This is an optimization exercise on Yosys and OpenROAD, whose aim is small area, a short achievable clock period and few clock cycles, not a production implementation. The RTL was checked by simulation tests, not by an equivalence proof against the original design. No activity file was given, so power comes from the tool's default toggle rates.

File: design/flow/design.v
module xcpu (
    input  logic        clk,
    input  logic        rst,         
    input  logic        start,
    output logic        busy,
    output logic        mem_req,
    output logic        mem_we,
    output logic [7:0]  mem_addr,
    output logic [31:0] mem_wdata,
    input  logic        mem_ready,
    input  logic [31:0] mem_rdata,
    output logic        out_valid,
    output logic [31:0] out_data,
    input  logic        out_ready,
    input  logic [3:0]  dbg_sel,
    output logic [31:0] dbg_data,
    output logic [7:0]  flags
);
    localparam int BPC = 2;
    localparam logic [3:0] XP = 4'd8, IP = 4'd9, SP = 4'd10, RP = 4'd11,
                           EXP = 4'd12, EIP = 4'd13;
    localparam logic [4:0] OP_HALT = 5'd0,  OP_INT   = 5'd1,  OP_NOOP = 5'd2,
                           OP_SET  = 5'd3,  OP_LOAD  = 5'd4,  OP_STORE = 5'd5,
                           OP_MOVE = 5'd6,  OP_PUSH  = 5'd7,  OP_POP   = 5'd8,
                           OP_INC  = 5'd9,  OP_DEC   = 5'd10, OP_CSTR  = 5'd11,
                           OP_TEST = 5'd12, OP_JUMP  = 5'd13, OP_JZ    = 5'd14,
                           OP_JNZ  = 5'd15, OP_JE    = 5'd16, OP_JNE   = 5'd17,
                           OP_CALL = 5'd18, OP_RET   = 5'd19, OP_SETTRAP = 5'd20,
                           OP_RAISE = 5'd21, OP_RESUME = 5'd22;
    typedef enum logic [3:0] {
        S_IDLE,    
        S_OPC,     
        S_OP1,     
        S_OP2,     
        S_DMEM,    
        S_EXEC,    
        S_TMP,     
        S_CSTR,    
        S_PSTR,    
        S_SVCW     
    } state_t;
    state_t state;
    logic [7:0][31:0] gr;      
    logic [31:0] xp, sp, rp, expr, eip;
    logic [7:0]  ip;           
    logic        f_halt, f_exc, f_zero, f_equal, f_greater, f_less, f_invaddr;
    logic [31:0] intid;
    logic [4:0]  op;           
    logic [3:0]  ra;           
    logic [7:0]  daddr;        
    logic [3:0]  rb;
    assign rb = daddr[3:0];
    logic        dvalid;       
    logic [31:0] tmp;          
    logic        pend;
    logic [1:0]  pkind;
    localparam logic [1:0] K_MOVE = 2'd0, K_INC = 2'd1, K_DEC = 2'd2, K_TEST = 2'd3;
    function automatic logic valid_addr(input logic [31:0] a);
        valid_addr = (a[31:8] == 24'd0);
    endfunction
    function automatic logic valid_reg(input logic [31:0] k);
        valid_reg = (k[31:4] == 28'd0) && (k[3:0] <= 4'd13);
    endfunction
    logic t_eq, t_lt;          
    assign t_eq = (tmp == rda);
    assign t_lt = ($signed(tmp) < $signed(rda));
    logic exec;                
    assign exec = pend && (state == S_OPC || state == S_EXEC);
    logic [3:0]  idx_a, ia_q, ia_n;
    logic        idle;         
    logic [31:0] rda;
    assign idx_a = idle ? dbg_sel : ia_q;
    always_comb begin
        case (idx_a)
            4'd8:    rda = xp;
            4'd9:    rda = {24'd0, ip};
            4'd10:   rda = sp;
            4'd11:   rda = rp;
            4'd12:   rda = expr;
            4'd13:   rda = eip;
            4'd14:   rda = intid;
            4'd15:   rda = 32'd0;
            default: rda = gr[idx_a[2:0]];
        endcase
    end
    logic        alu_pass, alu_inv_in, alu_inv_out;
    logic [31:0] alu_inc, alu_res;
    always_comb begin
        if (exec) begin
            alu_pass    = (pkind == K_MOVE);
            alu_inv_in  = (pkind == K_DEC);
            alu_inv_out = (pkind == K_DEC);
        end else begin                          
            alu_pass    = !rda[31] || ((state == S_OP1) ? mem_rdata[0] : intid[0]);
            alu_inv_in  = 1'b1;
            alu_inv_out = 1'b0;
        end
    end
    assign alu_inc = (rda ^ {32{alu_inv_in}}) + 32'd1;
    assign alu_res = alu_pass ? rda : (alu_inc ^ {32{alu_inv_out}});
    logic xp_valid, sp_valid, sp1_valid;
    assign xp_valid  = valid_addr(xp);
    assign sp_valid  = valid_addr(sp);
    assign sp1_valid = (sp_valid && sp[7:0] != 8'hFF) || (sp == 32'hFFFF_FFFF);
    logic [31:0] xp_inc;
    assign xp_inc = xp + 32'd1;
    logic [4:0] rop;
    logic       rop_known;
    assign rop       = mem_rdata[4:0];
    logic rd_hi0, rd_reg, rd_zero, rd_two, rd_01;
    assign rd_hi0    = (mem_rdata[31:8] == 24'd0);
    assign rop_known = rd_hi0 && (mem_rdata[7:5] == 3'd0) && (rop <= 5'd22);
    assign rd_reg    = rd_hi0 && (mem_rdata[7:4] == 4'd0) && (mem_rdata[3:0] <= 4'd13);
    assign rd_zero   = rd_hi0 && (mem_rdata[7:0] == 8'd0);
    assign rd_two    = rd_hi0 && (mem_rdata[7:0] == 8'd2);
    assign rd_01     = rd_hi0 && (mem_rdata[7:1] == 7'd0);
    logic op_r1;
    assign op_r1 = (op == OP_SET) || (op == OP_LOAD) || (op == OP_STORE) ||
                   (op == OP_MOVE) || (op == OP_TEST) || (op == OP_PUSH) ||
                   (op == OP_POP) || (op == OP_INC) || (op == OP_DEC);
    logic hold;
    assign hold = pend && (pkind != K_TEST) && (ra >= RP) &&
                  (!xp_valid || !rop_known ||
                   (rop == OP_RET) || (rop == OP_RAISE) || (rop == OP_RESUME));
    logic ld_st, d_valid;
    assign ld_st   = (op == OP_LOAD) || (op == OP_STORE);
    assign d_valid = ld_st ? dvalid : (op == OP_POP) ? sp1_valid : sp_valid;
    typedef enum logic [2:0] { P_IDLE, P_CHAR, P_CONV, P_SKIP, P_EMIT } pmode_t;
    pmode_t      pmode;
    logic [39:0] prr;
    logic        psign;        
    localparam int CW = (BPC == 1) ? 5 : (BPC == 2) ? 4 : (BPC == 4) ? 3 : 2;
    logic [CW-1:0] pcnt;
    logic [3:0]  pdig;
    logic r0_lt8, r0_lt16;
    assign r0_lt8  = (rda[31:8] == 24'd0) || (rda[31:8] == 24'hFF_FFFF && rda[7:0] != 8'd0);
    assign r0_lt16 = (rda[31:16] == 16'd0) || (rda[31:16] == 16'hFFFF && rda[15:0] != 16'd0);
    logic p_free;              
    assign p_free = (pmode == P_IDLE) || (pmode == P_CHAR && out_ready) ||
                    (pmode == P_EMIT && !psign && pdig == 4'd0 && out_ready);
    logic [39:0] dd_step [BPC+1];
    always_comb begin
        dd_step[0] = prr;
        for (int s = 0; s < BPC; s++) begin
            logic [39:0] adj;
            for (int d = 0; d < 10; d++)
                adj[4*d +: 4] = ((7'(pcnt) * 7'(BPC) + 7'(s + 4) >= 7'(4 * d)) && dd_step[s][4*d +: 4] >= 4'd5)
                                ? dd_step[s][4*d +: 4] + 4'd3 : dd_step[s][4*d +: 4];
            dd_step[s+1] = {adj[38:0], adj[39]};
        end
    end
    logic [3:0] msd;           
    always_comb begin
        msd = 4'd0;
        for (int d = 1; d < 10; d++)
            if (prr[4*d +: 4] != 4'd0) msd = 4'(d);
    end
    logic [3:0] cur_digit;
    assign cur_digit = prr[4*pdig +: 4];
    always_comb begin
        out_valid = 1'b0;
        out_data  = prr[39:8];
        if (pmode == P_CHAR) begin
            out_valid = 1'b1;
        end else if (pmode != P_IDLE && psign) begin
            out_valid = 1'b1;
            out_data  = 32'd45;
        end else if (pmode == P_EMIT) begin
            out_valid = 1'b1;
            out_data  = {28'd3, cur_digit};
        end
    end
    always_comb begin
        mem_req   = 1'b0;
        mem_we    = 1'b0;
        mem_addr  = xp[7:0];
        mem_wdata = rda;
        case (state)
            S_OPC, S_OP1, S_OP2, S_CSTR: mem_req = xp_valid;
            S_DMEM: begin
                mem_req  = d_valid;
                mem_we   = (op == OP_STORE) || (op == OP_PUSH);
                mem_addr = ld_st ? daddr : (op == OP_POP) ? sp[7:0] + 8'd1 : sp[7:0];
            end
            S_PSTR: begin
                mem_req  = dvalid;
                mem_addr = daddr;
            end
            default: ;
        endcase
    end
    assign busy  = (state != S_IDLE) || (pmode != P_IDLE);
    assign flags = {f_invaddr, 1'b0, f_less, f_greater, f_equal, f_zero, f_exc, f_halt};
    assign dbg_data = rda;
    typedef enum logic [2:0] { X_KEEP, X_INC, X_WB, X_RP, X_EXP, X_EIP, X_ZERO } xsrc_t;
    state_t      nstate;
    logic        gw;               
    logic [31:0] wb;
    xsrc_t       xp_src;
    logic        ip_we;            
    logic        run_init;         
    logic        rp_call;          
    logic        exp_set;          
    logic        eip_ip, eip_xp;   
    logic        set_exc, set_inv, clr_exc, set_halt;
    logic        op_ld, ra_ld, rb_ld, ra_sp, intid_ld;
    logic        pend_set, pend_clr;
    logic [1:0]  pkind_n;
    logic        sptr_ld, sptr_inc;
    logic        pj_int, pj_chr;
    assign wb = (exec || (state == S_OP1 && op == OP_INT) || state == S_SVCW) ? alu_res : mem_rdata;
    always_comb begin
        nstate   = state;
        gw       = 1'b0;
        xp_src   = X_KEEP;
        ip_we    = 1'b0;
        run_init = 1'b0;
        rp_call  = 1'b0;
        exp_set  = 1'b0;
        eip_ip   = 1'b0;
        eip_xp   = 1'b0;
        set_exc  = 1'b0;
        set_inv  = 1'b0;
        clr_exc  = 1'b0;
        set_halt = 1'b0;
        op_ld    = 1'b0;
        ra_ld    = 1'b0;
        rb_ld    = 1'b0;
        ra_sp    = 1'b0;
        intid_ld = 1'b0;
        pend_set = 1'b0;
        pend_clr = exec;
        pkind_n  = pkind;
        sptr_ld  = 1'b0;
        sptr_inc = 1'b0;
        pj_int   = 1'b0;
        pj_chr   = 1'b0;
        if (exec && pkind != K_TEST && ra != IP) gw = 1'b1;
        case (state)
            S_IDLE: begin
                if (start && pmode == P_IDLE) begin
                    run_init = 1'b1;
                    nstate   = S_OPC;
                end
            end
            S_OPC: begin
                if (hold) begin
                end else if (!xp_valid) begin
                    set_inv = 1'b1;
                    set_exc = 1'b1;
                    ip_we   = 1'b1;
                    eip_xp  = 1'b1;
                    xp_src  = X_EXP;
                end else if (mem_ready) begin
                    ip_we  = 1'b1;
                    op_ld  = 1'b1;
                    xp_src = X_INC;
                    if (!rop_known || rop == OP_RAISE) begin
                        set_exc = 1'b1;
                        eip_xp  = 1'b1;
                        xp_src  = X_EXP;
                    end else begin
                        case (rop)
                            OP_HALT: begin
                                set_halt = 1'b1;
                                nstate   = S_IDLE;
                            end
                            OP_NOOP: ;
                            OP_RET:  xp_src = X_RP;
                            OP_RESUME: begin
                                clr_exc = 1'b1;
                                xp_src  = X_EIP;
                            end
                            OP_CSTR: nstate = S_CSTR;
                            default: nstate = S_OP1;
                        endcase
                    end
                end
            end
            S_OP1: begin
                if (!xp_valid) begin
                    set_inv = 1'b1;
                    set_exc = 1'b1;
                end else if (mem_ready) begin
                    if (op_r1 && !rd_reg) begin
                        set_exc = 1'b1;
                    end else begin
                        xp_src = X_INC;
                        ra_ld  = 1'b1;
                        nstate = S_OPC;
                        case (op)
                            OP_INT: begin
                                intid_ld = 1'b1;
                                if (rd_two) begin
                                    sptr_ld = 1'b1;
                                    nstate  = S_PSTR;
                                end else if (rd_01) begin
                                    if (p_free) begin
                                        pj_int = !mem_rdata[0];
                                        pj_chr = mem_rdata[0];
                                    end else begin
                                        nstate = S_SVCW;
                                    end
                                end
                            end
                            OP_PUSH, OP_POP: nstate = S_DMEM;
                            OP_INC, OP_DEC: begin
                                pend_set = 1'b1;
                                pkind_n  = (op == OP_INC) ? K_INC : K_DEC;
                                if (mem_rdata[3:0] == XP) nstate = S_EXEC;
                            end
                            OP_JUMP: xp_src = X_WB;
                            OP_JZ:   if (f_zero)   xp_src = X_WB;
                            OP_JNZ:  if (!f_zero)  xp_src = X_WB;
                            OP_JE:   if (f_equal)  xp_src = X_WB;
                            OP_JNE:  if (!f_equal) xp_src = X_WB;
                            OP_CALL: begin
                                rp_call = 1'b1;
                                xp_src  = X_WB;
                            end
                            OP_SETTRAP: exp_set = 1'b1;
                            default: nstate = S_OP2;   
                        endcase
                    end
                end
            end
            S_OP2: begin
                if (!xp_valid) begin
                    set_inv = 1'b1;
                    set_exc = 1'b1;
                end else if (mem_ready) begin
                    if ((op == OP_MOVE || op == OP_TEST) && !rd_reg) begin
                        set_exc = 1'b1;
                    end else begin
                        xp_src = X_INC;
                        rb_ld  = 1'b1;
                        nstate = S_OPC;
                        case (op)
                            OP_SET: if (ra != IP) gw = 1'b1;
                            OP_LOAD, OP_STORE: nstate = S_DMEM;
                            OP_MOVE: begin
                                pend_set = 1'b1;
                                pkind_n  = K_MOVE;
                                if (ra == XP) nstate = S_EXEC;
                            end
                            default: begin   
                                pend_set = 1'b1;
                                pkind_n  = K_TEST;
                                if (ra == XP) nstate = S_TMP;
                            end
                        endcase
                    end
                end
            end
            S_TMP: nstate = S_OPC;    
            S_DMEM: begin
                if (!d_valid || mem_ready) begin
                    nstate = S_OPC;
                    if (op == OP_PUSH || op == OP_POP) begin
                        ra_sp   = 1'b1;
                        pkind_n = (op == OP_PUSH) ? K_DEC : K_INC;
                    end
                    if (!d_valid) begin
                        set_inv  = 1'b1;
                        set_exc  = 1'b1;
                        pend_set = (op == OP_POP);
                    end else begin
                        if ((op == OP_LOAD || op == OP_POP) && ra != IP) gw = 1'b1;
                        pend_set = (op == OP_PUSH) || (op == OP_POP && ra != SP);
                    end
                end
            end
            S_EXEC: nstate = S_OPC;
            S_CSTR: begin
                if (!xp_valid) begin
                    set_inv = 1'b1;
                    set_exc = 1'b1;
                end else if (mem_ready) begin
                    xp_src = X_INC;
                    if (rd_zero) nstate = S_OPC;
                end
            end
            S_PSTR: begin
                if (!dvalid) begin
                    set_inv = 1'b1;
                    set_exc = 1'b1;
                end else if (mem_ready && p_free) begin
                    if (rd_zero) begin
                        nstate = S_OPC;
                    end else begin
                        pj_chr   = 1'b1;
                        sptr_inc = 1'b1;
                    end
                end
            end
            S_SVCW: begin
                if (p_free) begin
                    pj_int = !intid[0];
                    pj_chr = intid[0];
                    nstate = S_OPC;
                end
            end
            default: nstate = S_IDLE;
        endcase
        if (set_exc && state != S_OPC) begin
            eip_ip = 1'b1;
            xp_src = X_EXP;
            nstate = S_OPC;
        end
        if (run_init) xp_src = X_ZERO;
        gw       = (exec && pkind != K_TEST && ra != IP) ||
                   (state == S_OP2 && xp_valid && mem_ready && op == OP_SET && ra != IP) ||
                   (state == S_DMEM && d_valid && mem_ready &&
                    (op == OP_LOAD || op == OP_POP) && ra != IP);
        intid_ld = state == S_OP1 && xp_valid && mem_ready && op == OP_INT;
        exp_set  = state == S_OP1 && xp_valid && mem_ready && op == OP_SETTRAP;
        rp_call  = state == S_OP1 && xp_valid && mem_ready && op == OP_CALL;
        ip_we    = state == S_OPC && (mem_ready || !xp_valid);
        op_ld    = state == S_OPC && mem_ready;
        ra_ld    = state == S_OP1 && mem_ready;
        rb_ld    = state == S_OP2 && mem_ready;
        sptr_ld  = state == S_OP1 && op == OP_INT;
        sptr_inc = state == S_PSTR && dvalid && mem_ready && p_free;
    end
    logic [31:0] wbz;          
    assign wbz = rst ? 32'd0 : wb;
    logic [31:0] xp_d;
    always_comb begin
        case (xp_src)
            X_INC:   xp_d = xp_inc;
            X_RP:    xp_d = rp;
            X_EXP:   xp_d = expr;
            X_EIP:   xp_d = eip;
            X_ZERO:  xp_d = 32'd0;
            default: xp_d = wb;
        endcase
    end
    for (genvar i = 0; i < 8; i++) begin : g_gr
        always_ff @(posedge clk)
            if (rst || (gw && ra == 4'(i))) gr[i] <= wbz;
    end
    always_ff @(posedge clk) begin
        if (rst)                               xp <= 32'd0;
        else if (gw && ra == XP)               xp <= wb;
        else if (xp_src != X_KEEP)             xp <= xp_d;
        if (rst)                               ip <= 8'd0;
        else if (ip_we)                        ip <= xp[7:0];
        if (rst)                               sp <= 32'd0;
        else if (gw && ra == SP)               sp <= wb;
        else if (run_init)                     sp <= 32'd255;
        if (rst || run_init)                   rp <= 32'd0;
        else if (gw && ra == RP)               rp <= wb;
        else if (rp_call)                      rp <= xp_inc;
        if (rst)                               expr <= 32'd0;
        else if ((gw && ra == EXP) || exp_set) expr <= wb;
        if (rst)                               eip <= 32'd0;
        else if (eip_ip)                       eip <= {24'd0, ip};
        else if (eip_xp)                       eip <= xp;
        else if (gw && ra == EIP)              eip <= wb;
        if (rst)                               intid <= 32'd0;
        else if (intid_ld)                     intid <= mem_rdata;
    end
    always_ff @(posedge clk) begin
        if (rst) begin
            state     <= S_IDLE;
            f_halt    <= 1'b0;
            f_exc     <= 1'b0;
            f_zero    <= 1'b0;
            f_equal   <= 1'b0;
            f_greater <= 1'b0;
            f_less    <= 1'b0;
            f_invaddr <= 1'b0;
            pend      <= 1'b0;
        end else begin
            state <= nstate;
            if (run_init) f_halt <= 1'b0;
            if (set_halt) f_halt <= 1'b1;
            if (clr_exc)  f_exc  <= 1'b0;
            if (set_exc)  f_exc  <= 1'b1;
            if (set_inv)  f_invaddr <= 1'b1;
            if (exec && pkind == K_TEST) begin
                f_zero    <= (tmp == 32'd0);
                f_equal   <= t_eq;
                f_greater <= !t_lt && !t_eq;
                f_less    <= t_lt;
            end
            if (pend_set)      pend <= 1'b1;
            else if (pend_clr) pend <= 1'b0;
        end
    end
    always_comb begin
        case (state)
            S_OP1, S_OP2, S_DMEM: ia_n = ia_q;    
            S_TMP:   ia_n = rb;
            default: ia_n = 4'd0;
        endcase
        if (mem_ready || (state == S_DMEM && !d_valid)) case (state)
            S_OP1:   ia_n = (op == OP_INT) ? 4'd0 : mem_rdata[3:0];
            S_OP2:   ia_n = (ld_st || (op == OP_TEST && ra == XP)) ? ra : mem_rdata[3:0];
            S_DMEM:  ia_n = SP;
            default: ;
        endcase
    end
    always_ff @(posedge clk) begin
        idle <= rst || nstate == S_IDLE;
        ia_q <= ia_n;
        tmp <= rda;
        if (op_ld) op <= rop;
        if (ra_ld) ra <= mem_rdata[3:0];
        if (ra_sp) ra <= SP;
        if (rb_ld) begin
            daddr  <= mem_rdata[7:0];
            dvalid <= rd_hi0;
        end
        if (pend_set) pkind <= pkind_n;
        if (sptr_ld) begin
            daddr  <= rda[7:0];
            dvalid <= valid_addr(rda);
        end
        if (sptr_inc) begin
            daddr <= daddr + 8'd1;
            if (daddr == 8'd255) dvalid <= 1'b0;
        end
    end
    always_ff @(posedge clk) begin
        if (rst) begin
            pmode <= P_IDLE;
            psign <= 1'b0;
        end else begin
            case (pmode)
                P_CHAR: if (out_ready) pmode <= P_IDLE;
                P_CONV: begin
                    if (psign && out_ready) psign <= 1'b0;
                    prr   <= dd_step[BPC];
                    pcnt  <= pcnt + 1'b1;
                    if (pcnt == CW'(32 / BPC - 1)) pmode <= P_SKIP;
                end
                P_SKIP: begin
                    if (psign && out_ready) psign <= 1'b0;
                    pdig  <= msd;
                    pmode <= P_EMIT;
                end
                P_EMIT: begin
                    if (psign) begin
                        if (out_ready) psign <= 1'b0;
                    end else if (out_ready) begin
                        if (pdig == 4'd0) pmode <= P_IDLE;
                        else              pdig  <= pdig - 4'd1;
                    end
                end
                default: ;
            endcase
            if (pj_chr) begin
                pmode <= P_CHAR;
                prr   <= {wb, 8'd0};
            end else if (pj_int) begin
                pmode <= P_CONV;
                psign <= rda[31];
                if (r0_lt8) begin
                    prr  <= {wb[7:0], 32'd0};
                    pcnt <= CW'(24 / BPC);
                end else if (r0_lt16) begin
                    prr  <= {wb[15:0], 24'd0};
                    pcnt <= CW'(16 / BPC);
                end else begin
                    prr  <= {wb, 8'd0};
                    pcnt <= '0;
                end
            end
        end
    end
endmodule
File: design/flow/flow/run.sh
#!/bin/bash
# The standard layout (standard.sh), with two changes to how it builds:
# the port buffers are buf_1 cells, and the clock tree uses clkbuf_4/8
# cells without dummy loads.
set -euo pipefail
export BUFFER_PORTS_ARGS="-buffer_cell sky130_fd_sc_hd__buf_1"
export CTS_ARGS="-sink_clustering_enable -repair_clock_nets -buf_list {sky130_fd_sc_hd__clkbuf_4 sky130_fd_sc_hd__clkbuf_8} -dont_use_dummy_load"
bash standard.sh > make_flow.log 2>&1
File: design/flow/standard.sh
#!/bin/bash
# synth_recipe.tcl (not shown) runs the flow's synth.tcl, then flattens the netlist and writes it again
# the make line also repeats each setting of config.mk as NAME=value (left out here)
make -C /OpenROAD-flow-scripts/flow DESIGN_CONFIG=/design/flow/config.mk WORK_HOME=/design/flow/orfs CLKGATE_MAP_FILE= SYNTH_SCRIPT=/design/flow/synth_recipe.tcl "${@:-finish}"
File: design/flow/config.mk
export PLATFORM = sky130hd
export DESIGN_NAME = xcpu
export DESIGN_NICKNAME = xcpu
export VERILOG_FILES = /design/flow/design.v
export SDC_FILE = /design/flow/constraint.sdc
export NUM_CORES = 4
export LEC_CHECK = 0
export CAP_MARGIN = 30
export CORE_MARGIN = 2
export CORE_UTILIZATION = 35
export PLACE_DENSITY = 0.5
export SETUP_SLACK_MARGIN = 4
export SLEW_MARGIN = 30
File: design/flow/constraint.sdc
create_clock -name core_clock -period 10.0 [get_ports {clk}]
set_input_delay 2.0000 -clock core_clock [delete_from_list [all_inputs] [get_ports {clk}]]
set_output_delay 2.0000 -clock core_clock [all_outputs]
set_load 0.01 [all_outputs]
==> impl_metrics.yaml, run 1 <==
run_status:
  status: "timing/DRC/antenna clean"
floorplanning:
  coreArea_um2: 97990
  dieHeight_um: 317.7
  initial_utilization_pct: 35.15
  dieWidth_um: 317.7
  rows: 115
  dieArea_um2: 100900
  ios: 157
grt:
  grt_util_met2_pct: 46.77
  gr-total-overflow: 0
  gr-usage-met1_pct: 40.80
  grt.busiest_layer: "met2"
  grt_start_max_net_pins: 125
  grt_pass1_wl_mm: 231.3
  gr-usage-met3_pct: 7.649
  grt_usage_pct: 31.05
  grt_pass1_vias: 31473
  antenna_found_initial: 10
detailed_routing:
  ant_nets: 0
  routedWlPerCell_um: 31.27
  vias_per_cell: 6.436
  finalWirelength_mm: 163.9
  via_count: 33730
  drc: 0
  firstDrtPassIters: 8
  drt_iter0_markers: 4829
place:
  io_buffers: 155
  hpwl_mm: 108.9
  routabilityCongestion: 0.9511
hold_path:
  hp-class: "reg -> reg"
logic_synthesis:
  netlist_instances: 3777
  synth_ff_type: "edfxtp_1"
  ys_top_cells_by_area: "edfxtp_1 28%, dfxtp_1 15%, nand2_1 4.4%, a21oi_1 4.0%, o21ai_0 3.2%"
  yosysWarnings: 2
  synth_nets: 3900
  netlist_area_um2: 34450
  yosys.area.top_type: "edfxtp_1"
  async_flop_share_pct: 0
  synth-edff-count: 319
  seq_area_frac_synth_pct: 42.80
  synthDistinctLibCells: 123
  syn_area_per_cell_um2: 9.120
  synth.top_cell.area_share_pct: 27.81
  synth-seq-cells: 577
timing:
  fin_tns_setup_ns: 0
  rsz0062_at_grt: "true"
  fin_skew_ns: 0.1349
  max_freq_ghz: 0.1642
  maxSlewViolCount: 0
  finalHoldViolCount: 0
  fin_crit_ns: 6.092
  setup_violations: 0
  whs_ns: 0.4636
  period_share_pct: 60.92
  slew_headroom_pct: 27.93
  tightest_slew_ns: 1.077
power:
  p_leak_nw: 13.63
  p_per_area_nw_per_um2: 150.3
  vdd_drop_max_mv: 0.09440
setup_path:
  start_kind: "input port"
  cp.buffers_inverters: 5
  path_max_fanout: 7
  end_kind: "primary output"
  critPathArrivalTime_ns: 4.09
  critPathKind: "in -> out"
  crit_path_top_delay_cell: "or3b_4"
  cp_data_required_time_ns: 8.00
  crit_chain: "clkbuf_16 > or3b_4 > nand2_8 > buf_16 > buf_8 > a222oi_1 > a22o_1 > o211ai_1 > buf_4 > buf_6"
  slowest_delay_ns: 0.44
  crit_family: "compound AO/OA/AOI/OAI gates"
clocking:
  cts_tree: "done"
  numCtsBuffers: 104
  root_buffer: "clkbuf_8"
  path_clk_slew_ns: 0.06
  insertion_delay_ns: 0.79
  cts_sinks: 577
  cts-htree-levels: 3
  clk_path_buf_depth: 3
cells_and_area:
  syn2layout_area_growth_pct: 14.87
  fillers: 9865
  finalCoreUtilization_pct: 40.38
  drive_gt1_share_pct: 14.46
  layout.nets: 4075
job:
  maxCapViolCount: 0
[where the power goes]
part | internal [mW] | leakage (nW) | switching [mW]
clock | 0.907 | 0.748 | 0.956
sequential | 2.63 | 5.28 | 0.0903
combinational | 0.444 | 7.60 | 0.920
total | 3.98 | 13.6 | 1.97
[area by class of cell]
class | instances | area, um2 | share of cell area [%]
diodes | 4 | 10.01 | 0.02530
repair buffers | 365 | 2579 | 6.517
well taps | 1287 | 1610 | 4.069
flip-flops and latches | 577 | 14750 | 37.27
multi-input cells | 2805 | 18810 | 47.54
clock buffers | 104 | 1431 | 3.617
inverters | 99 | 380.4 | 0.9612
[logic make-up (layout without fill, tap and decap cells)]
| logic type | after synthesis | after routing | synth area share (%) |
|---|---|---|---|
| simple gates | 1333 | 1338 | 19.05 |
| compound gates | 1153 | 1154 | 23.06 |
| flops | 577 | 577 | 42.80 |
| buf+inv | 402 | 568 | 5.339 |
| mux | 139 | 140 | 4.468 |
| xor+xnor | 88 | 88 | 2.237 |
| fa+ha+maj | 84 | 84 | 3.037 |
| other cells | 1 | 5 | 0.01089 |
[sequential cells by signal, indices dropped and copies added (netlist names), 3 cells and up]
signal,flops
daddr,8
eip,32
expr,32
gr,256
ia_q,4
intid,32
ip,8
op,5
pcnt,4
pdig,4
pmode,3
prr,40
ra,4
rp,32
sp,32
state,4
tmp,32
xp,32
[placed cells by master, fill, tap and decap left out, types with 103 or more instances in the layout]
| master | count |
|---|---|
| nand2_1 | 398 |
| nand3_1 | 150 |
| clkbuf_8 | 108 |
| a21oi_1 | 266 |
| nor2_1 | 271 |
| edfxtp_1 | 319 |
| buf_4 | 180 |
| buf_1 | 137 |
| mux2i_1 | 103 |
| dfxtp_1 | 255 |
| o21ai_0 | 215 |
[tightest hold or removal path, stage by stage, from the launching register on]
cell	delay, ns
dfxtp_1	0.31
nand2_1	0.05
a21oi_1	0.05
[cells in the mapped netlist (28+ instances only)]
cell type  number
inv_1          90
nand4_1        73
a21o_1         28
nor3_1         82
nand3_1       152
mux2i_1       105
a31oi_1        30
o211ai_1       36
o22ai_1        53
ha_1           82
buf_2          44
nand2_1       408
edfxtp_1      319
a221oi_1       36
nor2b_1        33
dfxtp_1       258
a211oi_1       56
nand2b_1       40
buf_4          57
nor2_1        290
xnor2_1        58
and2_1         58
clkbuf_1      176
o21ai_0       220
a22o_1         36
nor4_1         41
a22oi_1        89
a21oi_1       272
xor2_1         30
a222oi_1       30
[per-layer routing]
| layer | share of wire (%) | vias to the layer above |
|---|---|---|
| met5 | 0.048 | - |
| met4 | 6.0 | 12 |
| met3 | 11 | 503 |
| met2 | 43 | 2132 |
| met1 | 40 | 16535 |
| li1 | - | 14548 |
[what timing repair did]
| action | in CTS | in global routing |
|---|---|---|
| setup buffers | 57 | 25 |
| pin swaps | 28 | 27 |
| resized for setup | 135 | 67 |
| endpoints found under the setup margin | 504 | 172 |
| cloned | 11 | 3 |
| hold buffers | 0 | 0 |
[path summary, 6_finish.rpt]
kind	from	endpoint	slack, ns	cells after the start
min	intid[30]	intid[30]	0.46	2
max reg2reg	idle	gr[231]	4.07	14
min reg2reg	intid[30]	intid[30]	0.46	2
max	dbg_sel[1]	mem_wdata[29]	3.91	10
[metrics by stage]
stage	power (mW)	instances	setup WS, ns	instance area, um2
2_1_floorplan	3.444	3777	3.929	34470
3_3_place_gp	3.909	5036	1.786	36280
3_5_place_dp	3.905	5037	1.840	36300
4_1_cts	5.872	5209	3.945	39030
5_1_grt	6.115	5238	3.930	39560
6_report	5.947	5241	3.908	39570
Testbench counts, summed over its fixed seeds: cycles 36,233.
==> run 2: changes to the inputs <==
--- a/design/flow/design.v
+++ b/design/flow/design.v
@@ -69,7 +69,20 @@
     logic [3:0]  idx_a, ia_q, ia_n;
     logic        idle;         
     logic [31:0] rda;
-    assign idx_a = idle ? dbg_sel : ia_q;
+    assign idx_a = ia_q;
+    always_comb begin
+        case (dbg_sel)
+            4'd8:    dbg_data = xp;
+            4'd9:    dbg_data = {24'd0, ip};
+            4'd10:   dbg_data = sp;
+            4'd11:   dbg_data = rp;
+            4'd12:   dbg_data = expr;
+            4'd13:   dbg_data = eip;
+            4'd14:   dbg_data = intid;
+            4'd15:   dbg_data = 32'd0;
+            default: dbg_data = gr[dbg_sel[2:0]];
+        endcase
+    end
     always_comb begin
         case (idx_a)
             4'd8:    rda = xp;
@@ -191,7 +204,6 @@
     end
     assign busy  = (state != S_IDLE) || (pmode != P_IDLE);
     assign flags = {f_invaddr, 1'b0, f_less, f_greater, f_equal, f_zero, f_exc, f_halt};
-    assign dbg_data = rda;
     typedef enum logic [2:0] { X_KEEP, X_INC, X_WB, X_RP, X_EXP, X_EIP, X_ZERO } xsrc_t;
     state_t      nstate;
     logic        gw;               
==> run 2 against run 1 <==
Largest power group is now combinational logic. First-iteration DRC count fell by 9.6%. Clock power barely moved. Final area rose by 0.97%. Critical endpoint is now gr[216]. Sequential power rose by 18%. Worst setup slack improved by 0.12 ns. Critical path type is now reg -> reg. Synthesized area rose by 4.2%. Utilization fell by 1.1 points.
==> impl_metrics.yaml, run 2 <==
cells_and_area:
  layout.nets: 3874
  fin_area_um2: 39960
  layout_common_cells: "363 x nand2_1, 319 x edfxtp_1, 277 x nor2_1"
  regMostFlops: "gr"
  stdcell_count: 5120
  multiInputGateArea_um2: 19970
  register_area_um2: 14740
  drive_gt1_share_pct: 14.35
  largest_reg_flops: 256
  top_regs: "gr x256, prr x40"
  syn2layout_area_growth_pct: 11.31
  final_common_cell: "nand2_1"
  finalCoreUtilization_pct: 39.27
  fillers: 10164
power:
  netSwitchingFraction_pct: 45.25
  p_comb_share_pct: 45.0
  seq_power_share_pct: 34.8
  p_int_mw: 5.026
  p_leak_nw: 13.56
  p_per_area_nw_per_um2: 229.8
  vdd_drop_max_mv: 0.1398
  p_total_mw: 9.181
  clkPwrFrac_pct: 20.2
  p_switching_mw: 4.154
timing:
  rsz0062_at_grt: "false"
  setup_violations: 0
  maxSlewViolCount: 0
  tightest_slew_ns: 1.096
  whs_ns: 0.4882
  fin_tns_setup_ns: 0
  period_share_pct: 59.74
  fin_skew_ns: 0.1157
  slew_headroom_pct: 26.78
  finalHoldViolCount: 0
  fin_ws_ns: 4.026
  fin_crit_ns: 5.974
  max_freq_ghz: 0.1674
floorplanning:
  initial_utilization_pct: 35.28
  coreArea_um2: 101700
  dieHeight_um: 324.3
  rows: 117
  dieArea_um2: 105100
  dieWidth_um: 324.3
  ios: 157
grt:
  gr-total-overflow: 0
  grt_start_max_net_pins: 132
  grt_pass1_vias: 30813
  grt_pass1_wl_mm: 221.7
  grt_usage_pct: 28.93
  antenna_found_initial: 5
logic_synthesis:
  synth.top_cell.area_share_pct: 26.69
  seq_area_frac_synth_pct: 41.02
  synth_ff_type: "edfxtp_1"
  synth-edff-count: 319
  yosys.area.top_type: "edfxtp_1"
  synth_common_cells: "370 x nand2_1, 319 x edfxtp_1, 286 x nor2_1"
  netlist_instances: 3654
  ys_top_cells_by_area: "edfxtp_1 27%, dfxtp_1 14%, mux4_2 7.8%, nand2_1 3.9%, a21oi_1 3.1%"
  synthDistinctLibCells: 125
  synthMostInstantiatedCell: "nand2_1"
  async_flop_share_pct: 0
  syn_area_per_cell_um2: 9.824
  netlist_area_um2: 35900
  yosysWarnings: 2
  synth_nets: 3777
  synth-seq-cells: 576
setup_path:
  critPathKind: "reg -> reg"
  cp_data_required_time_ns: 10.45
  path_max_fanout: 131
  critPathArrivalTime_ns: 6.43
  start_kind: "flop"
  end_kind: "flop"
detailed_routing:
  firstDrtPassIters: 7
  finalWirelength_mm: 155.0
  ant_nets: 0
  drc: 0
  vias_per_cell: 6.375
  routedWlPerCell_um: 30.28
  drt_iter0_markers: 4366
  via_count: 32640
place:
  postPlaceCellArea_um2: 37920
  hpwl_mm: 108.5
  routabilityCongestion: 0.9722
  io_buffers: 155
  place_ws_ns: 2.594
  dp.cells: 4996
clocking:
  path_clk_slew_ns: 0.05
  insertion_delay_ns: 0.79
  cts_tree: "done"
  clk_path_buf_depth: 3
  root_buffer: "clkbuf_8"
  cts_sinks: 576
  numCtsBuffers: 105
  cts-htree-levels: 3
  ctsHoldBuffers: 0
job:
  maxCapViolCount: 0
run_status:
  status: "timing/DRC/antenna clean"
hold_path:
  hp-class: "reg -> reg"
==> run 2: cell types whose count changed after synthesis, moves of 30 or more <==
cell	delta
buf_4	-37
mux4_2	+117
nand2_1	-38
nand3_1	-62
clkbuf_1	+30
a22oi_1	+54
a21oi_1	-53
o21ai_0	-37
==> run 2: final cells by class <==
class | count | area share, %
diodes | 3 | 0.01879
inverters | 105 | 0.9927
flip-flops and latches | 576 | 36.88
clock buffers | 105 | 3.617
repair buffers | 275 | 4.224
well taps | 1368 | 4.284
multi-input cells | 2688 | 49.98
==> run 2: worst max-delay path, cell delays in order (launching register included) <==
cell	delay [ns]
dfxtp_4	0.34
buf_12	0.44
clkinv_1	0.84
a41oi_1	0.50
a31oi_2	0.14
buf_4	0.26
xnor2_1	0.31
ha_1	0.41
and3b_1	0.65
and4_1	0.38
mux2i_1	0.20
o211a_1	0.70
nor2_1	0.30
==> run 2: power by group through the flow <==
stage / sequential [mW] / combinational (mW) / clock [mW]
floorplan: 2.99 / 2.62 / 0
global placement: 3.23 / 3.92 / 0
detailed placement: 3.23 / 3.94 / 0
CTS: 3.18 / 4.00 / 1.88
global route: 3.22 / 4.35 / 1.98
finish: 3.20 / 4.13 / 1.85
==> run 2: cells by family (layout without fill, tap and decap cells) <==
logic type	count (synthesis)	after routing	synth area share [%]
AOI/OAI and AO/OA	1037	1037	20.31
xor gates and xnor gates	84	84	2.050
adders and majority gates	84	84	2.914
buffers and inverters	390	485	4.730
DFF	576	576	41.02
muxes	264	264	12.01
other	1	4	0.01045
and+or+nand+nor	1218	1218	16.96
==> run 2: final timing paths <==
check / start / to / slack, ns / cells after the start
hold / removal: eip[0] / eip[0] / 0.49 / 2
setup / recovery: ia_q[2] / gr[216] / 4.03 / 12
setup reg to reg: ia_q[2] / gr[216] / 4.03 / 12
hold reg to reg: eip[0] / eip[0] / 0.49 / 2
==> run 2: per-layer routing <==
layer | routed length (um) | vias to the layer above | track usage, %
met5 | 0 | - | 0
li1 | - | 14153 | -
met1 | 63900 | 16186 | 39.34
met4 | 7512 | 0 | 11.93
met2 | 68580 | 1921 | 44.69
met3 | 15050 | 380 | 6.120
==> run 2: repair_timing <==
| item | 4_1_cts | 5_1_grt |
|---|---|---|
| pin swaps | 5 | 3 |
| setup buffers | 8 | 6 |
| cloned | 1 | 0 |
| setup endpoints to repair | 121 | 146 |
| resized for setup | 64 | 23 |
Testbench counts of run 2, summed over its fixed seeds: cycles 36,233.
==> run 3: changes to the inputs <==
--- a/design/flow/config.mk
+++ b/design/flow/config.mk
@@ -9,5 +9,5 @@
 export CORE_MARGIN = 2
 export CORE_UTILIZATION = 35
 export PLACE_DENSITY = 0.5
-export SETUP_SLACK_MARGIN = 4
+export SETUP_SLACK_MARGIN = 4.5
 export SLEW_MARGIN = 30
==> run 3 against run 2 <==
Non-clock buffer count grew 99. Flip-flop and latch count is the same. Die area is the same. Worst hold slack gained 0.00091 ns. Synthesized area is the same. Clock-buffer cell count shrank 3. Final area grew 4.7%. Combinational power grew 5.6%. Clock power is essentially flat. Register-to-register slack gained 0.61 ns. Maximum frequency grew 2.4%. Highest routed layer is now met5.
==> impl_metrics.yaml, run 3 <==
place:
  hpwl_mm: 108.2
  routabilityCongestion: 0.9620
  io_buffers: 155
setup_path:
  cp.buffers_inverters: 7
  start_kind: "input port"
  crit_family: "buffers and inverters"
  reg2reg_to: "prr[32]"
  cp_data_required_time_ns: 8.00
  critPathArrivalTime_ns: 3.84
  path_max_fanout: 7
  critPathKind: "in -> out"
  reg2reg_depth: 12
  slowest_delay_ns: 0.36
  end_kind: "primary output"
  crit_path_top_delay_cell: "a221oi_4"
  r2r_setup_slack_ns: 4.64
  reg2reg_from: "ia_q[1]"
  crit_chain: "clkbuf_16 > buf_12 > nand2b_4 > buf_6 > nor3_4 > buf_12 > buf_6 > buf_16 > a22oi_2 > nand2_2 > a221oi_4 > o21ai_2 > buf_2"
detailed_routing:
  finalWirelength_mm: 160.4
  drt_iter0_markers: 4710
  ant_nets: 0
  via_count: 33370
  firstDrtPassIters: 9
  drc: 0
  vias_per_cell: 6.398
  routedWlPerCell_um: 30.75
power:
  p_per_area_nw_per_um2: 223.5
  p_leak_nw: 14.44
  p_total_mw: 9.350
  vdd_drop_max_mv: 0.1394
cells_and_area:
  fillers: 9954
  top_regs: "gr x256, prr x40"
  register_area_um2: 14740
  syn2layout_area_growth_pct: 16.56
  drive_gt1_share_pct: 19.69
  regMostFlops: "gr"
  largest_reg_flops: 256
  final_common_cell: "nand2_1"
  layout_common_cells: "352 x nand2_1, 319 x edfxtp_1, 271 x nor2_1"
  multiInputGateArea_um2: 20460
  layout.nets: 3970
logic_synthesis:
  synth_common_cells: "370 x nand2_1, 319 x edfxtp_1, 286 x nor2_1"
  netlist_area_um2: 35900
  synth.top_cell.area_share_pct: 26.69
  async_flop_share_pct: 0
  syn_area_per_cell_um2: 9.824
  seq_area_frac_synth_pct: 41.02
  netlist_instances: 3654
  synth-edff-count: 319
  synth-seq-cells: 576
  ys_top_cells_by_area: "edfxtp_1 27%, dfxtp_1 14%, mux4_2 7.8%, nand2_1 3.9%, a21oi_1 3.1%"
  synthMostInstantiatedCell: "nand2_1"
  yosys.area.top_type: "edfxtp_1"
  synth_nets: 3777
  synthDistinctLibCells: 125
  yosysWarnings: 2
  synth_ff_type: "edfxtp_1"
grt:
  gr-total-overflow: 0
  grt_pass1_wl_mm: 227.5
  antenna_found_initial: 12
  grt_usage_pct: 29.77
  grt_start_max_net_pins: 86
  grt_pass1_vias: 31327
timing:
  setup_violations: 0
  maxSlewViolCount: 0
  rsz0062_at_grt: "true"
  fin_tns_setup_ns: 0
  finalHoldViolCount: 0
  period_share_pct: 58.36
  fin_crit_ns: 5.836
  tightest_slew_ns: 1.078
  max_freq_ghz: 0.1713
  fin_skew_ns: 0.1089
  slew_headroom_pct: 28.16
run_status:
  status: "timing/DRC/antenna clean"
clocking:
  root_buffer: "clkbuf_8"
  ctsHoldBuffers: 0
  cts_tree: "done"
  cts-htree-levels: 3
  cts_sinks: 576
  path_clk_slew_ns: 0.06
  numCtsBuffers: 102
  clk_path_buf_depth: 3
  insertion_delay_ns: 0.80
floorplanning:
  rows: 117
  dieHeight_um: 324.3
  dieArea_um2: 105100
  ios: 157
  initial_utilization_pct: 35.28
  dieWidth_um: 324.3
  coreArea_um2: 101700
hold_path:
  hp-class: "reg -> reg"
  hold_depth: 2
  hold_start: "f_exc"
  hold_path_end: "f_exc"
job:
  maxCapViolCount: 0
==> run 3: worst max-delay path by stage <==
stage,from,cells past startpoint,to
detailed placement,mem_rdata[21],13,xp[23]
CTS,dbg_sel[2],13,dbg_data[31]
global route,dbg_sel[2],13,dbg_data[31]
global placement,mem_rdata[21],13,xp[23]
finish,dbg_sel[2],13,dbg_data[14]
floorplan,dbg_sel[0],5,dbg_data[0]
==> run 3: what timing repair did <==
| item | CTS | global route |
|---|---|---|
| setup endpoints to repair | 394 | 184 |
| pin swaps | 39 | 26 |
| setup buffers | 53 | 34 |
| resized for setup | 244 | 53 |
| cloned | 16 | 2 |
| endpoints found under the hold margin | 0 | 0 |
==> run 3: power by group <==
| part | leakage (nW) | internal [mW] | switching (mW) | total [mW] |
|---|---|---|---|---|
| clock network | 0.733 | 0.889 | 0.929 | 1.82 |
| logic | 8.44 | 1.44 | 2.91 | 4.36 |
| registers | 5.27 | 2.81 | 0.362 | 3.17 |
==> run 3: metal layers <==
layer	vias up	part of all wire (%)	wire length, um	track usage (%)
met5	-	0.022	36	0
met4	6	5.5	8888	14.19
met3	445	11	16860	7.701
met2	1899	44	70370	45.23
met1	16639	40	64250	39.48
li1	14381	-	-	-
==> run 3: logic make-up (layout without fill, tap and decap cells) <==
logic type | after synthesis | count (layout) | synth area share (%)
flip-flops | 576 | 576 | 41.02
adder cells (fa/ha/maj) | 84 | 84 | 2.914
AND/OR/NAND/NOR | 1218 | 1218 | 16.96
other | 1 | 4 | 0.01045
XOR/XNOR | 84 | 84 | 2.050
AO/OA/AOI/OAI | 1037 | 1037 | 20.31
buffers and inverters | 390 | 581 | 4.730
multiplexers | 264 | 264 | 12.01
==> run 3: cell type report <==
type,count,area share (%)
inverter,105,0.9748
sequential,576,35.23
antenna,3,0.01794
tap,1368,4.091
clock buffer,102,3.355
multi-input combinational,2688,48.91
timing repair buffer,374,7.431
==> run 3: metrics by stage <==
step / hold slack (ns) / util (%) / cells / worst slack (ns) / instance area, um2
5_1_grt: 0.5001 / 41.12 / 5214 / 4.137 / 41840
3_5_place_dp: 0.4752 / 37.33 / 5004 / 2.770 / 37980
6_report: 0.4891 / 41.13 / 5216 / 4.164 / 41840
2_1_floorplan: 0.4413 / - / 3654 / 4.487 / 35920
4_1_cts: 0.4865 / 40.56 / 5175 / 4.220 / 41270
3_3_place_gp: 0.4686 / 37.30 / 5004 / 2.775 / 37950
==> run 3: worst register-to-register path, cell delays in order, from the launching register on <==
cell	delay, ns
dfxtp_4	0.54
buf_16	0.33
mux4_2	0.59
mux4_2	0.54
or3_4	0.47
nor3_2	0.43
a21bo_2	0.22
nand3_1	0.13
nand2_1	0.11
o311ai_0	0.17
o21ai_1	0.59
inv_1	0.53
a221oi_2	0.51
==> run 4: changes to the inputs <==
==> design/flow/config.mk (replaced) <==
export PLATFORM = sky130hd
export DESIGN_NAME = xcpu
export DESIGN_NICKNAME = xcpu
export VERILOG_FILES = /design/flow/design.v
export SDC_FILE = /design/flow/constraint.sdc
export NUM_CORES = 4
export LEC_CHECK = 0
export CAP_MARGIN = 20
export CORE_MARGIN = 2
export CORE_UTILIZATION = 35
export PLACE_DENSITY = 0.5
export SETUP_SLACK_MARGIN = 4
export SLEW_MARGIN = 20
==> run 4 against run 3 <==
Critical endpoint is now dbg_data[12]. Register-to-register slack got worse by 0.57 ns. Utilization decreased by 1.9 points. Sequential power about the same. Still clean. Worst hold slack about the same. Largest power group unchanged. Combinational power decreased by 5.7%. Die area unchanged.
==> impl_metrics.yaml, run 4 <==
detailed_routing:
  drt_iter0_markers: 4402
  routedWlPerCell_um: 30.32
  drc: 0
  via_count: 32565
  vias_per_cell: 6.367
  ant_nets: 0
  firstDrtPassIters: 9
  finalWirelength_mm: 155.1
grt:
  grt_start_max_net_pins: 132
  grt_usage_pct: 28.96
  grt_pass1_wl_mm: 222.6
  antenna_found_initial: 8
  gr-total-overflow: 0
  grt_pass1_vias: 30738
logic_synthesis:
  async_flop_share_pct: 0
  ys_top_cells_by_area: "edfxtp_1 27%, dfxtp_1 14%, mux4_2 7.8%, nand2_1 3.9%, a21oi_1 3.1%"
  synth-seq-cells: 576
  synth-edff-count: 319
  synth_ff_type: "edfxtp_1"
  synthMostInstantiatedCell: "nand2_1"
  seq_area_frac_synth_pct: 41.02
  yosys.area.top_type: "edfxtp_1"
  synth_nets: 3777
  netlist_instances: 3654
  syn_area_per_cell_um2: 9.824
  synthDistinctLibCells: 125
  synth.top_cell.area_share_pct: 26.69
  synth_common_cells: "370 x nand2_1, 319 x edfxtp_1, 286 x nor2_1"
  netlist_area_um2: 35900
  yosysWarnings: 2
cells_and_area:
  fillers: 10122
  regMostFlops: "gr"
  layout_common_cells: "363 x nand2_1, 319 x edfxtp_1, 277 x nor2_1"
  layout.nets: 3869
  register_area_um2: 14740
  finalCoreUtilization_pct: 39.22
  final_common_cell: "nand2_1"
  drive_gt1_share_pct: 14.26
  multiInputGateArea_um2: 19970
  top_regs: "gr x256, prr x40"
  largest_reg_flops: 256
  syn2layout_area_growth_pct: 11.16
timing:
  fin_crit_ns: 5.971
  setup_violations: 0
  tightest_slew_ns: 1.192
  finalHoldViolCount: 0
  slew_headroom_pct: 20.50
  fin_tns_setup_ns: 0
  period_share_pct: 59.71
  fin_skew_ns: 0.1161
  maxSlewViolCount: 0
  max_freq_ghz: 0.1675
  rsz0062_at_grt: "true"
floorplanning:
  coreArea_um2: 101700
  dieWidth_um: 324.3
  dieArea_um2: 105100
  rows: 117
  dieHeight_um: 324.3
  ios: 157
  initial_utilization_pct: 35.28
place:
  io_buffers: 155
  hpwl_mm: 108.5
  routabilityCongestion: 0.9722
clocking:
  path_clk_slew_ns: 0.05
  insertion_delay_ns: 0.79
  cts-htree-levels: 3
  cts_sinks: 576
  cts_tree: "done"
  root_buffer: "clkbuf_8"
  numCtsBuffers: 104
  clk_path_buf_depth: 3
  ctsHoldBuffers: 0
job:
  maxCapViolCount: 0
run_status:
  status: "timing/DRC/antenna clean"
setup_path:
  cp.buffers_inverters: 4
  path_max_fanout: 20
  cp_data_required_time_ns: 8.00
  slowest_delay_ns: 0.29
  end_kind: "primary output"
  critPathKind: "in -> out"
  crit_path_top_delay_cell: "a221oi_1"
  crit_chain: "clkbuf_8 > buf_12 > nand2b_2 > nor2_4 > buf_4 > a22oi_1 > nand2_1 > a221oi_1 > o21ai_1 > buf_1"
  crit_family: "buffers and inverters"
  start_kind: "input port"
  critPathArrivalTime_ns: 3.97
power:
  p_leak_nw: 13.53
  p_per_area_nw_per_um2: 229.3
  vdd_drop_max_mv: 0.1148
hold_path:
  hp-class: "reg -> reg"
[run 4: final cells by class]
type | instances | share of cell area, %
Multi-Input combinational cell | 2688 | 50.04
Clock buffer | 104 | 3.587
Inverter | 105 | 0.9940
Sequential cell | 576 | 36.93
Tap cell | 1368 | 4.289
Timing Repair Buffer | 271 | 4.136
Antenna cell | 3 | 0.01881
[run 4: worst paths after layout]
check | slack (ns) | cells after the start | endpoint | start
max | 4.03 | 10 | dbg_data[12] | dbg_sel[2]
max reg2reg | 4.07 | 12 | gr[249] | ia_q[2]
min reg2reg | 0.49 | 2 | eip[0] | eip[0]
min | 0.49 | 2 | eip[0] | eip[0]
[run 4: repair_timing]
item | in CTS | in global routing
endpoints found under the setup margin | 123 | 149
cloned | 1 | 0
pin swaps | 6 | 1
resized for setup | 75 | 18
setup buffers | 8 | 3
[run 4: through the flow]
stage / power (mW) / hold WS [ns] / instances / cell area (um2) / worst slack, ns
floorplan: 5.608 / 0.4413 / 3654 / 35900 / 4.244
global placement: 7.151 / 0.4759 / 4996 / 37900 / 2.699
detailed placement: 7.161 / 0.4823 / 4996 / 37900 / 2.598
CTS: 9.065 / 0.4889 / 5109 / 39820 / 4.001
global route: 9.536 / 0.5214 / 5115 / 39900 / 3.970
finish: 9.151 / 0.4890 / 5115 / 39900 / 4.029
[run 4: report_power, final]
group	total (mW)	internal, mW	leakage (nW)	switching [mW]
sequential	3.20	2.81	5.27	0.386
clock	1.84	0.906	0.748	0.936
combinational	4.11	1.29	7.51	2.82
[run 4: per-layer routing]
layer | wire [um] | global-route usage, % | up-vias
li1 | - | - | 14153
met1 | 63850 | 39.13 | 16240
met2 | 68580 | 44.64 | 1815
met3 | 15540 | 6.487 | 353
met4 | 7097 | 12.19 | 4
met5 | 28 | 0 | -
[run 4: logic make-up (layout without fill, tap and decap cells)]
group                    count (synthesis)  in the layout  share of synthesized area [%]
XOR/XNOR                                84             84                          2.050
other                                    1              4                        0.01045
multiplexers                           264            264                          12.01
flip-flops                             576            576                          41.02
adder cells (fa/ha/maj)                 84             84                          2.914
buffers and inverters                  390            480                          4.730
AO/OA/AOI/OAI                         1037           1037                          20.31
AND/OR/NAND/NOR                       1218           1218                          16.96
[run 4: worst min-delay path, cell delays in order (launching register included)]
cell and delay, ns:
dfxtp_1 0.33, nand2_1 0.06, a21oi_1 0.05
==> run 5: changes to the inputs <==
==> design/flow/config.mk (replaced) <==
export PLATFORM = sky130hd
export DESIGN_NAME = xcpu
export DESIGN_NICKNAME = xcpu
export VERILOG_FILES = /design/flow/design.v
export SDC_FILE = /design/flow/constraint.sdc
export NUM_CORES = 4
export LEC_CHECK = 0
export CAP_MARGIN = 10
export CORE_MARGIN = 2
export CORE_UTILIZATION = 35
export PLACE_DENSITY = 0.5
export SETUP_SLACK_MARGIN = 4
export SLEW_MARGIN = 10
==> run 5 against run 4 <==
Final area unchanged. Critical endpoint unchanged. Largest cell class unchanged. Total power unchanged. Global-route usage unchanged. Combinational power about the same. First-iteration DRC count unchanged. Sequential power about the same. Utilization unchanged. Still clean. Largest power group unchanged. Clock-buffer cell count unchanged. Clock skew unchanged. Critical path depth unchanged. Synthesized cell count unchanged.
==> impl_metrics.yaml, run 5 <==
setup_path:
  start_kind: "input port"
  crit_chain: "clkbuf_8 > buf_12 > nand2b_2 > nor2_4 > buf_4 > a22oi_1 > nand2_1 > a221oi_1 > o21ai_1 > buf_1"
  critPathKind: "in -> out"
  r2r_setup_slack_ns: 4.07
  reg2reg_from: "ia_q[2]"
  critPathArrivalTime_ns: 3.97
  crit_path_top_delay_cell: "a221oi_1"
  slowest_delay_ns: 0.29
  end_kind: "primary output"
  crit_family: "buffers and inverters"
  crit_end: "dbg_data[12]"
  startpoint: "dbg_sel[2]"
  reg2reg_to: "gr[249]"
  cp.buffers_inverters: 4
  cp_data_required_time_ns: 8.00
  path_max_fanout: 20
  reg2reg_depth: 12
  cp.depth: 10
power:
  clkPwrFrac_pct: 20.1
  p_comb_share_pct: 44.9
  vdd_drop_max_mv: 0.1148
  p_switching_mw: 4.139
  p_int_mw: 5.012
  p_leak_nw: 13.53
  netSwitchingFraction_pct: 45.22
  p_per_area_nw_per_um2: 229.3
  seq_power_share_pct: 34.9
logic_synthesis:
  ys_top_cells_by_area: "edfxtp_1 27%, dfxtp_1 14%, mux4_2 7.8%, nand2_1 3.9%, a21oi_1 3.1%"
  yosysWarnings: 2
  synth_common_cells: "370 x nand2_1, 319 x edfxtp_1, 286 x nor2_1"
  netlist_area_um2: 35900
  synthMostInstantiatedCell: "nand2_1"
  netlist_instances: 3654
  synth-seq-cells: 576
  seq_area_frac_synth_pct: 41.02
  synth.top_cell.area_share_pct: 26.69
  synth_nets: 3777
  synth-edff-count: 319
  synthDistinctLibCells: 125
  yosys.area.top_type: "edfxtp_1"
  synth_ff_type: "edfxtp_1"
  syn_area_per_cell_um2: 9.824
  async_flop_share_pct: 0
clocking:
  numCtsBuffers: 104
  cts_sinks: 576
  clk_path_buf_depth: 3
  cts-htree-levels: 3
  path_clk_slew_ns: 0.05
  root_buffer: "clkbuf_8"
  insertion_delay_ns: 0.79
  cts_tree: "done"
grt:
  grt_pass1_vias: 30738
  grt_start_max_net_pins: 132
  grt.busiest_layer: "met2"
  gr-usage-met1_pct: 39.13
  antenna_found_initial: 8
  grt_usage_pct: 28.96
  grt_pass1_wl_mm: 222.6
  grt_util_met2_pct: 44.64
  gr-usage-met3_pct: 6.487
  gr-total-overflow: 0
floorplanning:
  rows: 117
  initial_utilization_pct: 35.28
  dieArea_um2: 105100
  dieHeight_um: 324.3
  coreArea_um2: 101700
  ios: 157
  dieWidth_um: 324.3
timing:
  maxSlewViolCount: 0
  fin_skew_ns: 0.1161
  rsz0062_at_grt: "true"
  slew_headroom_pct: 20.50
  max_freq_ghz: 0.1675
  setup_violations: 0
  whs_ns: 0.4890
  fin_crit_ns: 5.971
  tightest_slew_ns: 1.192
  finalHoldViolCount: 0
  fin_tns_setup_ns: 0
  period_share_pct: 59.71
cells_and_area:
  layout_common_cells: "363 x nand2_1, 319 x edfxtp_1, 277 x nor2_1"
  regMostFlops: "gr"
  syn2layout_area_growth_pct: 11.16
  largest_reg_flops: 256
  fillers: 10122
  layout.nets: 3869
  top_regs: "gr x256, prr x40"
  final_common_cell: "nand2_1"
  drive_gt1_share_pct: 14.26
detailed_routing:
  drc: 0
  firstDrtPassIters: 9
  ant_nets: 0
  finalWirelength_mm: 155.1
  routedWlPerCell_um: 30.32
  drt_iter0_markers: 4402
  via_count: 32565
  vias_per_cell: 6.367
hold_path:
  hp-class: "reg -> reg"
place:
  io_buffers: 155
  routabilityCongestion: 0.9722
  hpwl_mm: 108.5
job:
  maxCapViolCount: 0
run_status:
  status: "timing/DRC/antenna clean"
run 5: cell counts in the layout (fill, tap and decap cells not counted):
No cell type changed its count.
run 5: worst min path at each step:
stage | startpoint | to | slack [ns] | cells past startpoint
after global placement | f_exc | f_exc | 0.48 | 2
after floorplan | f_invaddr | f_invaddr | 0.44 | 2
after global routing | eip[0] | eip[0] | 0.52 | 2
final | eip[0] | eip[0] | 0.49 | 2
after detailed placement | eip[0] | eip[0] | 0.48 | 2
after CTS | eip[0] | eip[0] | 0.49 | 2
run 5: kinds of logic (layout without fill, tap and decap cells):
kind of cell,after synthesis,after routing,synth area share (%)
other,1,4,0.01045
xor gates and xnor gates,84,84,2.050
buffers and inverters,390,480,4.730
DFF,576,576,41.02
AOI/OAI and AO/OA,1037,1037,20.31
and+or+nand+nor,1218,1218,16.96
adders and majority gates,84,84,2.914
muxes,264,264,12.01
run 5: what timing repair did:
item / in CTS / in global routing
pin swaps: 6 / 1
hold endpoints to repair: 0 / 0
hold buffers: 0 / 0
gates resized for setup: 75 / 18
cloned: 1 / 0
endpoints found under the setup margin: 123 / 149
buffers inserted: 8 / 3
run 5: metrics by stage:
step           instance area [um2]  power (mW)  utilization, %  worst slack, ns  cells
2_1_floorplan                35900       5.608               -            4.244   3654
3_3_place_gp                 37900       7.151           37.26            2.699   4996
4_1_cts                      39820       9.065           39.14            4.001   5109
3_5_place_dp                 37900       7.161           37.26            2.598   4996
6_report                     39900       9.151           39.22            4.029   5115
5_1_grt                      39900       9.536           39.22            3.970   5115
run 5: tightest hold or removal path, delay by kind of cell (launching register included):
family          cells  cell delay (ns)
simple gates        1             0.06
compound gates      1             0.05
flops               1             0.33
run 5: layer usage:
metal | vias to the layer above | share of wire (%)
li1 | 14153 | -
met1 | 16240 | 41
met2 | 1815 | 44
met3 | 353 | 10
met4 | 4 | 4.6
met5 | - | 0.018
run 5: area by class of cell:
cell class	instances	area [um2]	area share (%)
antenna	3	7.507	0.01881
clock buffer	104	1431	3.587
inverter	105	396.6	0.9940
multi-input combinational	2688	19970	50.04
sequential	576	14740	36.93
tap	1368	1712	4.289
timing repair buffer	271	1650	4.136
run 5: power groups by stage:
stage          clock, mW  sequential [mW]  combinational (mW)
2_1_floorplan          0             2.99                2.62
3_3_place_gp           0             3.23                3.92
3_5_place_dp           0             3.23                3.93
4_1_cts             1.89             3.17                4.00
5_1_grt             1.98             3.22                4.33
6_report            1.84             3.20                4.11
==> run 6: changes to the inputs <==
==> design/flow/flow/run.sh (replaced) <==
#!/bin/bash
# The standard layout (standard.sh), with two changes to how it builds:
# the port buffers are buf_1 cells, and the clock tree uses clkbuf_8/16
# cells in clusters of up to 20 sinks, without dummy loads.
set -euo pipefail
export BUFFER_PORTS_ARGS="-buffer_cell sky130_fd_sc_hd__buf_1"
export CTS_ARGS="-sink_clustering_enable -repair_clock_nets -buf_list {sky130_fd_sc_hd__clkbuf_8 sky130_fd_sc_hd__clkbuf_16} -sink_clustering_size 20 -sink_clustering_max_diameter 60 -dont_use_dummy_load"
bash standard.sh > make_flow.log 2>&1
==> design/flow/config.mk (replaced) <==
export PLATFORM = sky130hd
export DESIGN_NAME = xcpu
export DESIGN_NICKNAME = xcpu
export VERILOG_FILES = /design/flow/design.v
export SDC_FILE = /design/flow/constraint.sdc
export NUM_CORES = 4
export LEC_CHECK = 0
export CAP_MARGIN = 30
export CORE_MARGIN = 2
export CORE_UTILIZATION = 35
export PLACE_DENSITY = 0.5
export SETUP_SLACK_MARGIN = 4
export SLEW_MARGIN = 30
==> run 6 against run 5 <==
Largest power group unchanged. Sequential power about the same. Flip-flop and latch count unchanged. Sequential share of layout area decreased by 0.12 points. Utilization increased by 0.12 points. Clock-buffer cell count decreased by 43. Final area increased by 0.32%. Clock power increased by 8%. Worst hold slack about the same. Non-clock buffer count increased by 4. Register-to-register slack got worse by 0.03 ns. Wire length decreased by 0.48%. Synthesized cell count unchanged.
==> impl_metrics.yaml, run 6 <==
hold_path:
  hold_depth: 2
  hp-class: "reg -> reg"
  hold_start: "eip[0]"
clocking:
  insertion_delay_ns: 0.71
  root_buffer: "clkbuf_16"
  cts_sinks: 576
  path_clk_slew_ns: 0.06
  ctsHoldBuffers: 0
  numCtsBuffers: 61
  cts_tree: "done"
  clk_path_buf_depth: 3
  cts-htree-levels: 2
timing:
  max_freq_ghz: 0.1658
  whs_ns: 0.4893
  finalHoldViolCount: 0
  tightest_slew_ns: 1.086
  maxSlewViolCount: 0
  period_share_pct: 60.31
  fin_skew_ns: 0.1139
  rsz0062_at_grt: "true"
  setup_violations: 0
  fin_tns_setup_ns: 0
  slew_headroom_pct: 27.42
  fin_crit_ns: 6.031
floorplanning:
  dieHeight_um: 324.3
  rows: 117
  dieWidth_um: 324.3
  initial_utilization_pct: 35.28
  dieArea_um2: 105100
  ios: 157
  coreArea_um2: 101700
logic_synthesis:
  synth_common_cells: "370 x nand2_1, 319 x edfxtp_1, 286 x nor2_1"
  synth-seq-cells: 576
  netlist_instances: 3654
  yosysWarnings: 2
  ys_top_cells_by_area: "edfxtp_1 27%, dfxtp_1 14%, mux4_2 7.8%, nand2_1 3.9%, a21oi_1 3.1%"
  yosys.area.top_type: "edfxtp_1"
  syn_area_per_cell_um2: 9.824
  synth-edff-count: 319
  synth_nets: 3777
  synth_xor_area_share_pct: 2.049
  netlist_area_um2: 35900
  synth_ff_type: "edfxtp_1"
  synth_top_family_by_area: "compound AO/OA/AOI/OAI gates"
  synthAdderAreaFrac_pct: 2.914
  synth.top_cell.area_share_pct: 26.69
  synthMuxAreaShare_pct: 12.01
  synthSimpleGateAreaFrac_pct: 16.96
  async_flop_share_pct: 0
  synthDistinctLibCells: 125
  synth_compound_gate_area_share_pct: 20.31
  seq_area_frac_synth_pct: 41.02
  synthMostInstantiatedCell: "nand2_1"
power:
  clkPwrFrac_pct: 21.3
  seq_power_share_pct: 34.3
  vdd_drop_max_mv: 0.1387
  p_total_mw: 9.311
  p_per_area_nw_per_um2: 232.6
  p_int_mw: 5.172
  netSwitchingFraction_pct: 44.46
  p_comb_share_pct: 44.4
  p_switching_mw: 4.139
  p_leak_nw: 13.55
grt:
  antenna_found_initial: 3
  grt_start_max_net_pins: 132
  gr-total-overflow: 0
  grt_pass1_wl_mm: 220.2
  grt_usage_pct: 28.72
  grt_pass1_vias: 30480
setup_path:
  crit_chain: "clkbuf_8 > buf_12 > nand2_2 > nor3_4 > buf_4 > buf_4 > a22oi_1 > nand2_1 > a221oi_4 > o21ai_0 > buf_1"
  end_kind: "primary output"
  crit_path_top_delay_cell: "a221oi_4"
  slowest_delay_ns: 0.37
  cpMostUsedCell: "buf_4"
  reg2reg_depth: 12
  cp_data_required_time_ns: 8.00
  reg2reg_from: "ia_q[2]"
  start_kind: "input port"
  cp.depth: 11
  startpoint: "dbg_sel[2]"
  cp.buffers_inverters: 5
  crit_family: "buffers and inverters"
  path_max_fanout: 16
  critPathKind: "in -> out"
  critPathArrivalTime_ns: 4.03
place:
  dp.cells: 4996
  hpwl_mm: 108.5
  io_buffers: 155
  routabilityCongestion: 0.9722
cells_and_area:
  final_common_cell: "nand2_1"
  drive_gt1_share_pct: 13.28
  top_regs: "gr x256, prr x40"
  syn2layout_area_growth_pct: 11.51
  layout_common_cells: "363 x nand2_1, 319 x edfxtp_1, 277 x nor2_1"
  regMostFlops: "gr"
  stdcell_count: 5075
  finalCoreUtilization_pct: 39.34
  layout.nets: 3830
  largest_reg_flops: 256
detailed_routing:
  vias_per_cell: 6.381
  firstDrtPassIters: 8
  drt_iter0_markers: 4305
  via_count: 32384
  ant_nets: 0
  finalWirelength_mm: 154.3
  routedWlPerCell_um: 30.41
  drc: 0
run_status:
  status: "timing/DRC/antenna clean"
job:
  maxCapViolCount: 0
## run 6: cell counts after synthesis
No cell type changed its count.
## run 6: power groups by stage
stage / Sequential [mW] / Clock [mW] / Combinational [mW]
after floorplan: 2.99 / 0 / 2.62
after global placement: 3.23 / 0 / 3.92
after detailed placement: 3.23 / 0 / 3.94
after CTS: 3.17 / 2.01 / 3.99
after global routing: 3.22 / 2.09 / 4.35
final: 3.19 / 1.99 / 4.13
## run 6: area by class of cell
cell class                      count  area (um2)
Clock buffer                       61        1526
Inverter                          105       396.6
Tap cell                         1368        1712
Antenna cell                        2       5.005
Timing Repair Buffer              275        1697
Fill cell                       10134       61710
Sequential cell                   576       14740
Multi-Input combinational cell   2688       19960
## run 6: cells by family (layout without fill, tap and decap cells)
kind of cell / count (synthesis) / after routing
other: 1 / 3
buffers and inverters: 390 / 441
xor gates and xnor gates: 84 / 84
adders and majority gates: 84 / 84
DFF: 576 / 576
muxes: 264 / 264
and+or+nand+nor: 1218 / 1218
AOI/OAI and AO/OA: 1037 / 1037
## run 6: worst paths after layout
path / slack [ns] / end
worst min-delay path: 0.49 / eip[0]
worst max-delay path: 3.97 / dbg_data[10]
worst min register to register: 0.49 / eip[0]
worst max register to register: 4.04 / gr[88]
## run 6: repair_timing
| item | 4_1_cts | 5_1_grt |
|---|---|---|
| cloned | 1 | 0 |
| pin swaps | 3 | 3 |
| gates resized for setup | 61 | 22 |
| buffers inserted | 6 | 8 |
| endpoints found under the hold margin | 0 | 0 |
| setup endpoints to repair | 124 | 108 |
## run 6: routing by layer
| metal | global-route usage (%) | up-vias | part of all wire [%] | wire length (um) |
|---|---|---|---|---|
| li1 | - | 14076 | - | - |
| met1 | 38.74 | 16133 | 41 | 63400 |
| met2 | 44.53 | 1807 | 44 | 68320 |
| met3 | 6.238 | 364 | 9.9 | 15340 |
| met4 | 12.00 | 4 | 4.7 | 7260 |
| met5 | 0 | - | 0.014 | 22 |
## run 6: stage by stage
stage / setup slack [ns] / cell area, um2
floorplan: 4.244 / 35900
global placement: 2.699 / 37900
detailed placement: 2.594 / 37920
CTS: 4.002 / 39860
global route: 3.960 / 40030
finish: 3.969 / 40030
## run 6: worst min-delay path, stage by stage, from the launching register on
cell     delay, ns
dfxtp_1       0.33
nand2_1       0.06
a21oi_1       0.05

re-timing with driven ports:
The flow's constraints put no driver on any port. The routed layouts listed below were extracted and timed again, unchanged, in two steps. Step 1 (the two cells are an assumption about what drives the block):
set clk [get_ports {clk}]
set_driving_cell -lib_cell sky130_fd_sc_hd__clkbuf_16 $clk
set_driving_cell -lib_cell sky130_fd_sc_hd__buf_2 [delete_from_list [all_inputs] $clk]
Step 2 times the ports against the registers' clock, not the clock port: input delays grow and output delays shrink by t, the midpoint of the rising clock arrivals with the driver on. Slacks: ideal ports / drivers / drivers and shift; pairs: ideal ports / drivers.
| run | t, ns | setup WS [ns] | worst setup path after step 2 | pins driven straight from the clock port |
|---|---|---|---|---|
| run 1 | 0.783 | 3.908 / 3.759 / 3.014 | input to register | 1 |
| run 2 | 0.802 | 4.026 / 4.011 / 3.463 | input to register | 1 |
| run 3 | 0.819 | 4.164 / 4.109 / 3.847 | input to register | 1 |
| run 4 | 0.797 | 4.029 / 3.994 / 3.415 | input to register | 1 |
| run 5 | 0.797 | 4.029 / 3.994 / 3.415 | input to register | 1 |
| run 6 | 0.732 | 3.969 / 3.941 / 3.351 | input to register | 1 |
After both steps setup and hold are still met in every run listed. For run 1, which loses most, drivers alone change the setup slack by -0.149 ns; drivers and shift together by -0.894 ns.
